From an optimization exercise on the open Yosys and OpenROAD flow, aimed at small area and a short achievable clock period; shortcuts taken in it are not production practice.
In this exercise RTL edits were held to simulation tests only and were not proved equivalent to the original.
No activity file was given, so power comes from the tool's default toggle rates.

$ cat run.sh
#!/bin/bash
# synth_recipe.tcl (not shown) runs the flow's synth.tcl, then flattens the netlist and writes it again
# the make line also repeats each setting of config.mk as NAME=value (left out here)
make -C /OpenROAD-flow-scripts/flow DESIGN_CONFIG=/design/flow/config.mk WORK_HOME=/design/flow/orfs CLKGATE_MAP_FILE= SYNTH_SCRIPT=/design/flow/synth_recipe.tcl finish
$ cat config.mk
export PLATFORM = sky130hd
export DESIGN_NAME = hfp8_codec
export DESIGN_NICKNAME = hfp8_codec
export VERILOG_FILES = /design/flow/design.v
export SDC_FILE = /design/flow/constraint.sdc
export NUM_CORES = 4
export LEC_CHECK = 0
export CAP_MARGIN = 20
export CORE_MARGIN = 2
export CORE_UTILIZATION = 40
export SLEW_MARGIN = 20
$ cat constraint.sdc
create_clock -name core_clock -period 12.0 [get_ports {clk}]
set_input_delay 2.4000 -clock core_clock [delete_from_list [all_inputs] [get_ports {clk}]]
set_output_delay 2.4000 -clock core_clock [all_outputs]
set_load 0.01 [all_outputs]
$ cat design.v
module hfp8_enc_lane (
    input  wire [30:0] a,         
    input  wire [2:0]  ebits,     
    input  wire [6:0]  ebias,     
    output wire [6:0]  qp,        
    output wire        up,        
    output wire        ovf,       
    output wire        inexact    
);
    wire [7:0]  e   = a[30:23];
    wire        hid = |e;
    wire [23:0] sig = {hid, a[22:0]};
    wire [2:0]  r   = ebits - 3'd1;              
    wire [8:0]  s1 = {1'b0, e[7:1], e[0] | ~hid} + {2'b00, ebias} + 9'd1;
    wire        normal = (s1 >= 9'd130);         
    wire        big    = (s1 >= 9'd129);         
    wire        tmax   = (s1 <= 9'd121);         
    wire [3:0]  t      = big ? 4'd0 : tmax ? 4'd8 : (4'd1 - s1[3:0]);
    wire [28:0] b1 = {sig, 5'd0} >> r;
    wire [37:0] c1 = {b1, 9'd0} >> t;
    wire [6:0]  n      = c1[37:31];
    wire        guard  = c1[30];
    wire        sticky = |c1[29:0];
    wire [6:0]  mmask = 7'h7F >> ebits;          
    wire [6:0]  qp_n  = (s1[6:0] << (~ebits)) | (n & mmask);
    assign qp      = normal ? qp_n : n;
    assign up      = guard & (sticky | n[0]);
    assign inexact = guard | sticky;
    assign ovf     = s1[8] | (s1[7] & (|(s1[6:0] >> ebits)));
endmodule
module hfp8_dec_lane (
    input  wire [7:0]  b,
    input  wire [6:0]  emask,    
    input  wire [6:0]  nb,       
    input  wire        en,
    output wire [31:0] f
);
    wire [6:0] E  = b[6:0] & emask;
    wire [5:0] mt = b[6:1] & ~emask[6:1];
    wire       ez = (E == 7'd0);
    reg [2:0] lz;
    always @(*) begin
        casez (mt)
            6'b1?????: lz = 3'd0;
            6'b01????: lz = 3'd1;
            6'b001???: lz = 3'd2;
            6'b0001??: lz = 3'd3;
            6'b00001?: lz = 3'd4;
            6'b000001: lz = 3'd5;
            default:   lz = 3'd6;
        endcase
    end
    wire       sub_norm = ({4'd0, lz} < nb);         
    wire [7:0] exp_n    = {1'b0, E} + {1'b0, nb};
    wire [7:0] exp_s    = sub_norm ? ({1'b0, nb} - {5'd0, lz}) : 8'd0;
    wire [3:0] sh_s     = sub_norm ? ({1'b0, lz} + 4'd1) : nb[3:0];
    wire [5:0] fr_s     = mt << sh_s;
    wire       zero = !en || (ez && (mt == 6'd0));
    wire [7:0] expo = ez ? exp_s : exp_n;
    wire [5:0] fr   = ez ? fr_s : mt;
    assign f = zero ? {b[7] & en, 31'd0} : {b[7], expo, fr, 17'd0};
endmodule
module hfp8_codec (
    input  wire         clk,
    input  wire         rst,         
    input  wire         in_valid,
    input  wire         mode,        
    input  wire [2:0]   ebits,
    input  wire [7:0]   ebias,
    input  wire [31:0]  maxpos,      
    input  wire [127:0] din,
    output wire         out_valid,
    output wire         err,
    output wire [127:0] dout
);
    wire [6:0] mq;
    wire       mup, movf, minexact;
    hfp8_enc_lane u_encm (
        .a(maxpos[30:0]), .ebits(ebits), .ebias(ebias[6:0]),
        .qp(mq), .up(mup), .ovf(movf), .inexact(minexact)
    );
    wire [6:0] cm = mq + {6'd0, mup};
    wire ebits_ok  = (ebits != 3'd0) && (ebits != 3'd7);
    wire ebias_ok  = (ebias != 8'd0) && !ebias[7];
    wire maxpos_ok = !maxpos[31]
                  && (maxpos[30:0] != 31'd0)
                  && !movf
                  && !((mq == 7'h7F) && minexact);
    wire param_err = !ebits_ok || !ebias_ok || (!mode && !maxpos_ok);
    wire [31:0] code_d;
    genvar i;
    generate
        for (i = 0; i < 4; i = i + 1) begin : lane
            wire [31:0] x = din[32*i +: 32];
            wire [6:0]  qp;
            wire        up, ovf, inexact;
            hfp8_enc_lane u_enc (
                .a(x[30:0]), .ebits(ebits), .ebias(ebias[6:0]),
                .qp(qp), .up(up), .ovf(ovf), .inexact(inexact)
            );
            wire [6:0]  q   = qp + {6'd0, up};
            wire        sel = ovf || (up ? (qp >= cm) : (qp > cm));
            wire [6:0]  qc  = sel ? cm : q;
            wire [6:0]  c   = din[8*i +: 7];
            wire [13:0] cc  = {c, c} << ebits;
            assign code_d[8*i +: 8] = param_err ? 8'd0
                                    : mode ? {din[8*i+7], cc[13:7]}
                                    : {x[31], qc};
        end
    endgenerate
    reg        r_valid;
    reg        r_mode;
    reg        r_err;
    reg [31:0] r_code;
    reg [6:0]  r_emask;
    reg [6:0]  r_nb;
    always @(posedge clk) begin
        if (rst)
            r_valid <= 1'b0;
        else
            r_valid <= in_valid;
        r_mode  <= mode;
        r_err   <= param_err;
        r_code  <= code_d;
        r_emask <= ~(7'h7F << ebits);
        r_nb    <= ~ebias[6:0];
    end
    wire [127:0] dec_out;
    generate
        for (i = 0; i < 4; i = i + 1) begin : dlane
            hfp8_dec_lane u_dec (
                .b(r_code[8*i +: 8]), .emask(r_emask), .nb(r_nb), .en(r_mode),
                .f(dec_out[32*i +: 32])
            );
        end
    endgenerate
    assign out_valid = r_valid;
    assign err       = r_err;
    assign dout      = {dec_out[127:32], r_mode ? dec_out[31:0] : r_code};
endmodule
==> metrics.md <==
| Metric | Value |
|---|---|
| ANT cells | 0 |
| Final setup vio count | 0 |
| Slew @ Worst Pin | 1.104 ns |
| Number of antenna violations at the first check in global routing | 0 |
| Post-synth cell types | 129 |
| Status | timing/DRC/antenna clean |
| Crit-path max FO | 12 |
| First-pass GRT wire length | 132200 µm |
| Post-DRT Antenna Nets | 0 |
| Pwr/cell area | 95.98 nW/µm² |
| Layout fillers | 5278 |
| Final setup TNS | 0 ns |
| Inserted Clock Buffers | 5 |
| Hold Path Class | primary input to flop |
| Vias in the first global route | 22870 |
| Routed vias/inst | 6.353 |
| 1st-iter DRT viols | 2315 |
| Final count of pins violating max slew | 0 |
| Synthesis warning total | 2 |
| Drt wl/cell | 22.79 µm |
| Crit end category | flop |
| Worst Path Arrival | 11.18 ns |
| Post-CTS Resized | 0 |
| Die Span Y | 233.0 µm |
| Final Hold Viols | 0 |
| CTS tree | built |
| Number of max-cap violations | 0 |
| Die Area | 54300 µm² |
| LEAKAGE | 9.651 nW |
| Routed WL | 86490 µm |
| # placed instances | 3788 |
| Sequential area share after synthesis | 4.675% |
| Crit-path slowest cell | nor4_2 |
| GRT Overall Usage | 30.66% |
| CTS Buffer Depth | 2 |
| Non-filler instance count after layout | 3796 |
| Worst Setup Start Kind | primary input |
| Tcrit/Tclk final | 91.50% |
| DPL Wire Length | 70050 µm |
| Die width | 233.0 µm |
| Ratio of cells with drive above 1 in the final layout | 7.927% |
| Clk root buf | clkbuf_16 |
| CTS H-tree lvls | 2 |
| Effective utilization at floorplan | 40.65% |
| VDD IR-drop max | 0.05894 mV |
| Final Util | 46.24% |
| Max Clk Rate | 0.09108 GHz |
| Largest net degree at the start of global routing | 77 |
| Drt pass-1 iters | 5 |
| Setup slack at placement | 0.8736 ns |
| Clock Sinks | 49 |
| Nets | 3420 |
| GP Congestion | 0.9737 |
| Synth-to-layout area growth | 13.76% |
| Primary FF master, synth | dfxtp_1 |
| # DRC | 0 |
| Worst EP required | 12.20 ns |
| # port buffers | 253 |
| Post-Syn Area per Cell | 6.978 µm² |
| FFs w/ async S/R, synth | 0% |
| Via count | 24116 |
| Area of the multi-input gates | 18610 µm² |
| Relative slew slack | 26.40% |
| Post-route setup slack | 1.021 ns |
| Yosys reg bits | 49 |
| Post-synth EDFFs | 0 |
| Gr ovfl total | 0 |
| Post-synthesis cell count | 3007 |
| I/O pins | 305 |
| Storage element area | 980.9 µm² |
| CP peak stage delay | 0.59 ns |
| Minimum clock period | 10.98 ns |
| RSZ-0062 raised after global routing | no |
| Clock slew at reported path FFs | 0.08 ns |
| Synth Cell Area | 20980 µm² |
| Post-CTS Hold Buffers | 0 |
| Rows | 83 |
| Core ar. | 51610 µm² |
| CP Class | primary input to flop |
| CP most frequent cell | ha_1 |
| Post CTS Setup Buffer Count | 0 |
-- layout by cell type (no fill, tap or decap), types with 40 or more instances in the layout --
cell             count
o21ai_0            150
inv_1              113
clkdlybuf4s50_1    249
xnor2_1             57
a211oi_1            62
nand3_1             93
nand2_1            293
nor2_1             332
a31oi_1             40
nor2b_1             63
mux2_2              59
buf_4               42
conb_1              51
mux4_2              53
a21o_1              58
ha_1               115
dfxtp_1             49
and2_1              54
mux2i_1            181
a21oi_1            233
nand2b_1            47
nor3_1              79
-- cells in the mapped netlist, types with 12 or more instances --
library cell,count,area (µm²)
nor4_1,22,137.6
dfxtp_1,49,980.9
nor3_1,79,395.4
nor2b_1,63,394.1
nand2_1,293,1100
a211o_1,13,113.9
xnor2_1,57,499.2
buf_1,43,161.4
a221oi_1,16,140.1
a2111oi_0,14,122.6
a211oi_1,62,465.5
o31ai_1,21,157.7
mux4_2,53,1194
nand3_1,93,465.5
buf_4,55,412.9
and2_1,54,337.8
a32oi_1,12,105.1
ha_1,117,1464
o31a_1,13,113.9
and3_1,25,156.4
a22oi_1,36,270.3
or2_2,14,87.58
o22ai_1,27,168.9
clkbuf_1,108,405.4
inv_1,114,427.9
o21a_1,30,225.2
a31oi_1,40,250.2
fa_1,13,260.3
nand4_1,32,200.2
a21o_1,58,435.4
mux2i_1,181,1812
nor3b_1,13,97.59
xor2_1,31,271.5
o211ai_1,30,225.2
buf_2,34,170.2
mux2_2,59,664.4
a21oi_1,233,1166
o21ai_0,150,750.7
nand2b_1,47,294.0
or3_1,18,112.6
nor2_1,333,1250
-- where the power goes --
group          leakage (nW)  total, W  internal (W)  switching (W)
Clock                0.0767  0.000155     0.0000806      0.0000744
Combinational          9.17   0.00194      0.000765        0.00117
Sequential            0.405  0.000199      0.000179      0.0000192
Total                  9.65   0.00229       0.00103        0.00127
-- final cells by class --
class	count	area share (%)
Sequential cell	49	4.110
Timing Repair Buffer	295	11.87
Clock inverter	3	0.1206
Multi-Input combinational cell	2648	77.98
Tap cell	680	3.565
Clock buffer	5	0.5242
Inverter	116	1.830
-- sequential cells by signal, indices dropped and copies added, names as in the netlist --
| signal | cells |
|---|---|
| r_code | 32 |
| r_emask | 7 |
| r_nb | 7 |
| r_err | 1 |
| r_mode | 1 |
| r_valid | 1 |
-- critical path, delay by kind of cell --
family / cells / cell delay (ns)
compound gates: 7 / 1.83
fa+ha+maj: 5 / 1.32
buf+inv: 4 / 0.94
simple gates: 12 / 3.21
mux: 3 / 0.69
xor+xnor: 2 / 0.77
-- metal layers --
metal | wire length, µm | GRT usage [%] | share of wire, %
met1 | 36850 | 39.38 | 43
met2 | 40590 | 52.72 | 47
met3 | 5211 | 2.181 | 6.0
met4 | 3838 | 13.04 | 4.4
met5 | 0 | 0 | 0
-- metrics by stage --
step	hold slack, ns	instance area [µm²]	total power, W
global placement	2.934	23700	0.002070
detailed placement	2.947	23700	0.002091
floorplan	2.428	21170	0.001552
CTS	2.616	23850	0.002257
finish	2.619	23870	0.002291
global route	2.626	23870	0.002467
-- worst paths after layout --
check	startpoint	end	slack (ns)	depth (start not counted)
setup / recovery	maxpos[24]	r_code[18]	1.02	33
hold / removal	rst	r_valid	2.62	2
-- kinds of logic after synthesis --
group | share of synthesized area [%]
adders and majority gates | 8.408
and+or+nand+nor | 26.73
xor gates and xnor gates | 4.145
AOI/OAI and AO/OA | 30.54
DFF | 4.675
muxes | 17.71
other | 0.01787
buffers and inverters | 7.770

static timing again, ports no longer ideal:
No port has a modelled driver above. Below, the same layout with a new extraction and two added sets of constraints.
Step 1 assumes that a clkbuf_16 drives the clock port and a buf_2 every other input.
Step 2, shift: input delay + t, output delay - t, t = (earliest + latest rising clock arrival at the registers) / 2. This alone moves slack from input paths to output paths.
a / b / c = no drivers / after step 1 / after step 2; a / b = the first two.
t, ns: 0.345
setup slack, ns: 1.021 / 1.042 / 0.697
worst setup path at the end: input to register
pins driven straight from the clock port: 1
After both steps setup and hold are still met in this run. The setup slack of this run moves by +0.021 ns with the drivers and by -0.324 ns with both steps.
